This design comes from an exercise in tuning for small area, a short achievable clock period and few clock cycles on the open sky130 flow, not from production work. Power and IR drop assume default switching activity.

==> job 4230: inputs <==
Design fdc_engine, start of the top module:
module fdc_engine (
    input  wire        clk,
    input  wire        rst,
    input  wire        cmd_valid,
    output wire        cmd_ready,
    input  wire [31:0] cmd_word,
    input  wire [31:0] cmd_arg,
    input  wire        cmd_empty,
    input  wire        in_valid,
    output wire        in_ready,
    input  wire [7:0]  in_data,
    input  wire        in_last,
    output wire        out_valid,
    input  wire        out_ready,
    output wire [7:0]  out_data,
    output wire        done,
    output wire [7:0]  status
);
    localparam [7:0] OP_SETSTAFF = 8'h02;
    localparam [7:0] OP_RESET    = 8'h0A;
    localparam [7:0] OP_STUFF    = 8'h50;
    localparam [7:0] OP_UNSTUFF  = 8'h51;
    localparam [7:0] OP_MOD256   = 8'h60;
    localparam [7:0] OP_CRC16    = 8'h61;
    reg  [7:0]   cfg_esc;
    reg          cfg_en;
    wire [255:0] cfg_pat;
    reg        busy;          
    reg        run;           
    reg        fin;           
    reg        irdy;          
    reg        k_stuff, k_unst, k_mod, k_crc, k_set;
    reg        ord;           
    reg        s_err;         
    reg        s_opd;         
    reg [15:0] acc;           
    reg        t2;            
    reg        ov;            
    reg [7:0]  od;
    reg [7:0]  lb;            
    reg        sk_v;          
    reg [15:0] rowr;          
    reg        fresh;         
    reg        pe_r;          
    reg        kept;          
    wire [7:0] c_op     = cmd_word[7:0];
    wire       c_hi0    = (cmd_word[31:9] == 23'd0);
    wire       c_b8     = cmd_word[8];
    wire       c_set    = (c_op == OP_SETSTAFF) && c_hi0 && !c_b8;
    wire       c_rst    = (c_op == OP_RESET)    && c_hi0 && !c_b8;
    wire       c_stuff  = (c_op == OP_STUFF)    && c_hi0 && !c_b8;
    wire       c_unst   = (c_op == OP_UNSTUFF)  && c_hi0 && !c_b8;
  ...
Settings: LEC_CHECK=0, CAP_MARGIN=20, CORE_MARGIN=2, CORE_UTILIZATION=40, PLACE_DENSITY=0.6, SLEW_MARGIN=20, SYNTH_HIERARCHICAL=1; clock period 3.6 ns.
run.sh (not shown) runs the stock make flow with config.mk's settings and CLKGATE_MAP_FILE= SYNTH_SCRIPT=/design/flow/synth_recipe.tcl, a recipe that flattens the netlist after the stock synthesis.
==> job 7434: changes against job 4230 <==
--- a/flow/design.v
+++ b/flow/design.v
@@ -28,13 +28,29 @@
 endmodule
 module fdc_add8 (
     input  wire [7:0] a,
     input  wire [7:0] b,
     output wire [7:0] s
 );
-    assign s = a + b;
+    wire [7:0] g = a & b;
+    wire [7:0] t = a | b;
+    wire [7:0] x = a ^ b;
+    wire g10 = g[1] | (t[1] & g[0]);
+    wire g32 = g[3] | (t[3] & g[2]);
+    wire t32 = t[3] & t[2];
+    wire g54 = g[5] | (t[5] & g[4]);
+    wire t54 = t[5] & t[4];
+    wire g20 = g[2] | (t[2] & g10);
+    wire g30 = g32 | (t32 & g10);
+    wire g64 = g[6] | (t[6] & g54);
+    wire t64 = t[6] & t54;
+    wire g40 = g[4] | (t[4] & g30);
+    wire g50 = g54 | (t54 & g30);
+    wire g60 = g64 | (t64 & g30);
+    wire [7:0] c = {g60, g50, g40, g30, g20, g10, g[0], 1'b0};
+    assign s = x ^ c;
 endmodule
 module fdc_patbit (
     input  wire clk,
     input  wire keep,
     input  wire wa,
     input  wire wb,
@@ -100,13 +116,13 @@
     reg [15:0] acc;           
     reg        t2;            
     reg        ov;            
     reg [7:0]  od;
     reg [7:0]  lb;            
     reg        sk_v;          
-    reg [15:0] rowr;          
+    reg [15:0] rowm;          
     reg        fresh;         
     reg        pe_r;          
     reg        kept;          
     wire [7:0] c_op     = cmd_word[7:0];
     wire       c_hi0    = (cmd_word[31:9] == 23'd0);
     wire       c_b8     = cmd_word[8];
@@ -122,14 +138,14 @@
     assign cmd_ready = !busy;
     wire   cmd_fire  = cmd_valid && !busy;
     assign in_ready  = irdy;
     wire   in_fire   = in_valid && irdy;
     assign out_valid = ov;
     assign out_data  = od;
-    wire   o_free    = !ov || out_ready;
-    assign done      = fin && o_free;
+    wire   hold      = ov && !out_ready;
+    assign done      = fin && !hold;
     assign status    = {4'd0, s_opd, s_opd, 1'b0, s_err};
     wire [15:0] dlo = 16'd1 << in_data[3:0];
     wire [15:0] dhi = 16'd1 << in_data[7:4];
     wire pat_keep = !(rst || (cmd_fire && c_ok && (c_set || c_rst)));
     wire pat_we   = !rst && in_fire && k_set;
     wire [15:0] dhi_we = dhi & {16{pat_we}};
@@ -154,94 +170,58 @@
             for (gr = 0; gr < 16; gr = gr + 1) begin : g_bit
                 assign col[gr] = cfg_pat[16 * gr + gc];
             end
             fdc_sel16 u_col (.sel(dhi), .v(col), .hit(row_sel[gc]));
         end
     endgenerate
-    wire p_last = cfg_en && rowr[lb[3:0]];
+    wire [15:0] rowm_n = row_sel & dlo & {16{cfg_en}};
+    wire p_last = |rowm;
     wire [15:0] crc_next;
     fdc_crcstep u_crc (.c(acc), .b(in_data), .n(crc_next));
     wire [7:0]  sum_next;
     fdc_add8 u_add (.a(acc[15:8]), .b(in_data), .s(sum_next));
-    wire [15:0] acc_next = k_crc ? crc_next : {sum_next, acc[7:0]};
-    wire pe_eff  = k_stuff && ov && (fresh ? p_last : pe_r);
-    wire u_drop  = k_unst && kept && p_last && (in_data == cfg_esc);
-    reg        busy_n, run_n, ov_n, sk_v_n, fresh_n, pe_r_n, kept_n, t2_n;
-    reg [7:0]  od_n;
+    wire [7:0]  res1 = ord ? crc_next[7:0] : (k_crc ? crc_next[15:8] : sum_next);
+    wire [7:0]  res2 = ord ? acc[15:8] : acc[7:0];
+    wire k_byte  = k_stuff || k_unst;
+    wire k_sum   = k_mod || k_crc;
+    wire pe_src  = fresh ? p_last : pe_r;
+    wire pe_eff  = k_stuff && ov && pe_src;
+    wire u_drop  = kept && p_last && (in_data == cfg_esc);
+    wire in_keep = in_fire && !u_drop;
+    wire       busy_n = cmd_fire || (busy && !done);
+    wire       run_n  = (cmd_fire && !cmd_empty) || (run && !(in_fire && in_last));
+    wire [7:0] od_byte = pe_eff ? cfg_esc : (sk_v ? lb : in_data);
+    wire [7:0] od_sum  = run ? res1 : res2;
+    wire [7:0] od_n    = hold  ? od :
+                         !busy ? {8{c_op[0]}} :
+                         k_byte ? od_byte : od_sum;
+    reg ov_n;
     always @(*) begin
-        busy_n  = busy;
-        run_n   = run;
-        ov_n    = ov && !out_ready;
-        od_n    = od;
-        sk_v_n  = sk_v;
-        fresh_n = 1'b0;
-        pe_r_n  = fresh ? p_last : pe_r;
-        kept_n  = kept;
-        t2_n    = t2;
-        if (cmd_fire) begin
-            busy_n = 1'b1;
-            run_n  = !cmd_empty;
-            kept_n = 1'b0;
-            sk_v_n = 1'b0;
-            t2_n   = c_crc && cmd_empty;
-            if ((c_mod || c_crc) && cmd_empty) begin
-                ov_n = 1'b1;
-                od_n = {8{c_op[0]}};
-            end
-        end
-        if (o_free) begin
-            if (pe_eff) begin
-                ov_n   = 1'b1;
-                od_n   = cfg_esc;
-                pe_r_n = 1'b0;
-            end else if (sk_v) begin
-                ov_n   = 1'b1;
-                od_n   = lb;
-                pe_r_n = p_last;
-                sk_v_n = 1'b0;
-            end else if (t2 && !run) begin
-                ov_n   = 1'b1;
-                od_n   = ord ? acc[15:8] : acc[7:0];
-                t2_n   = 1'b0;
-            end
-        end
-        if (in_fire) begin
-            if (in_last)
-                run_n = 1'b0;
-            if (k_stuff) begin
-                if (o_free && !pe_eff) begin
-                    ov_n    = 1'b1;
-                    od_n    = in_data;
-                    fresh_n = 1'b1;
-                end else begin
-                    sk_v_n  = 1'b1;
-                end
-            end
-            if (k_unst) begin
-                kept_n = !u_drop;
-                if (!u_drop) begin
-                    if (o_free) begin
-                        ov_n = 1'b1;
-                        od_n = in_data;
-                    end else begin
-                        sk_v_n = 1'b1;
-                    end
-                end
-            end
-            if (in_last && (k_mod || k_crc)) begin
-                ov_n = 1'b1;
-                od_n = ord ? acc_next[7:0] : acc_next[15:8];
-                t2_n = k_crc;
-            end
-        end
-        if (done)
-            busy_n = 1'b0;
+        if (hold)
+            ov_n = 1'b1;
+        else if (!busy)
+            ov_n = cmd_fire && cmd_empty && (c_mod || c_crc);
+        else if (k_stuff)
+            ov_n = pe_eff || sk_v || in_fire;
+        else if (k_unst)
+            ov_n = sk_v || in_keep;
+        else if (k_sum)
+            ov_n = run ? (in_fire && in_last) : t2;
+        else
+            ov_n = 1'b0;
     end
-    wire fin_n  = busy_n && !run_n && !sk_v_n && !t2_n &&
-                  !(k_stuff && ov_n && (fresh_n || pe_r_n));
-    wire irdy_n = run_n && !sk_v_n;
+    wire sk_v_n  = k_stuff ? ((in_fire || sk_v) && (hold || pe_eff)) :
+                   k_unst  ? ((in_keep || sk_v) && hold) : 1'b0;
+    wire fresh_n = k_stuff && in_fire && !hold && !pe_eff;
+    wire pe_r_n  = hold ? pe_src : (sk_v && !pe_eff && p_last);
+    wire kept_n  = !cmd_fire && (in_fire ? !u_drop : kept);
+    wire t2_n    = cmd_fire ? (c_crc && cmd_empty) :
+                   ((in_fire && in_last && k_crc) || (t2 && (hold || run)));
+    wire fin_n   = busy_n && !run_n && !sk_v_n && !t2_n &&
+                   !(k_stuff && ov_n && (fresh_n || pe_r_n));
+    wire irdy_n  = run_n && !sk_v_n;
     always @(posedge clk) begin
         if (rst) begin
             cfg_esc <= 8'h00;
             cfg_en  <= 1'b0;
             busy    <= 1'b0;
             run     <= 1'b0;
@@ -278,15 +258,15 @@
             k_crc   <= c_crc;
             k_set   <= c_set && !c_opd;
             ord     <= c_b8;
             s_err   <= !c_ok;
             s_opd   <= c_opd;
             acc     <= {16{c_op[0]}};
-        end else if (in_fire && (k_mod || k_crc)) begin
-            acc     <= acc_next;
+        end else if (in_fire && k_sum) begin
+            acc     <= k_crc ? crc_next : {sum_next, acc[7:0]};
         end
         if (in_fire) begin
             lb   <= in_data;
-            rowr <= row_sel;
+            rowm <= rowm_n;
         end
     end
 endmodule
Settings changed: SETUP_SLACK_MARGIN set to 1.3.
==> job 6020: changes against job 4230 <==
Settings changed: SETUP_SLACK_MARGIN set to 1.5.
==> run_results.csv <==
group,metric,value,unit
outcome,status,"timing/DRC/antenna clean",
global_routing,antenna_found_initial,0,
routing,dr.pass1.iters,6,
finish,multi_input_cells,887,
floorplan,coreArea,0.0337,mm2
pwr,combPwrFrac,12.9,%
finish,clock_area_share,6.80,%
placed_design,dpl_cell_area,0.0158,mm2
routing,via_per_inst,5.87,
The numbers above come from job 4230.

==> run_results.csv <==
group,metric,value,unit
outcome,status,"timing/DRC/antenna clean",
routing,dr.pass1.iters,5,
floorplan,coreArea,0.0335,mm2
routing,via_per_inst,5.92,
global_routing,antenna_found_initial,1,
finish,multi_input_cells,856,
pwr,combPwrFrac,12.6,%
finish,clock_area_share,6.40,%
The numbers above come from job 7434.

==> run_results.csv <==
group,metric,value,unit
finish,clock_area_share,6.40,%
routing,dr.pass1.iters,7,
floorplan,coreArea,0.0337,mm2
global_routing,antenna_found_initial,2,
outcome,status,"timing/DRC/antenna clean",
finish,multi_input_cells,896,
routing,via_per_inst,6.20,
placed_design,dpl_cell_area,0.0158,mm2
The numbers above come from job 6020.

Function was not checked in any run of this note: the RTL went through the layout flow alone.

## port drivers added, routing unchanged
In the flow no input, the clock included, has a driving cell. The finished layouts below were timed again as built, in two steps.
Step 1 sets driving cells, clkbuf_16 on the clock port and buf_2 on the other inputs (assumed; they add their load-dependent delay and slew).
Step 2, shift: input delay + t, output delay - t, t = (earliest + latest rising clock arrival at the registers) / 2. This alone moves slack from input paths to output paths.
Slacks: ideal ports / drivers / drivers and shift; pairs: ideal ports / drivers.
run	t (ns)	setup slack, ns	worst data-port slew with drivers (ns)	cell pins on the clock port's net
job 4230	0.559	0.589 / 0.610 / 0.050	0.06	1
job 7434	0.568	0.816 / 0.816 / 0.375	0.05	1
job 6020	0.575	0.899 / 0.899 / 0.384	0.09	1
After both steps setup and hold are still met in every run listed. The setup slack of job 4230, which loses most, moves by +0.021 ns with the drivers and by -0.539 ns with both steps.
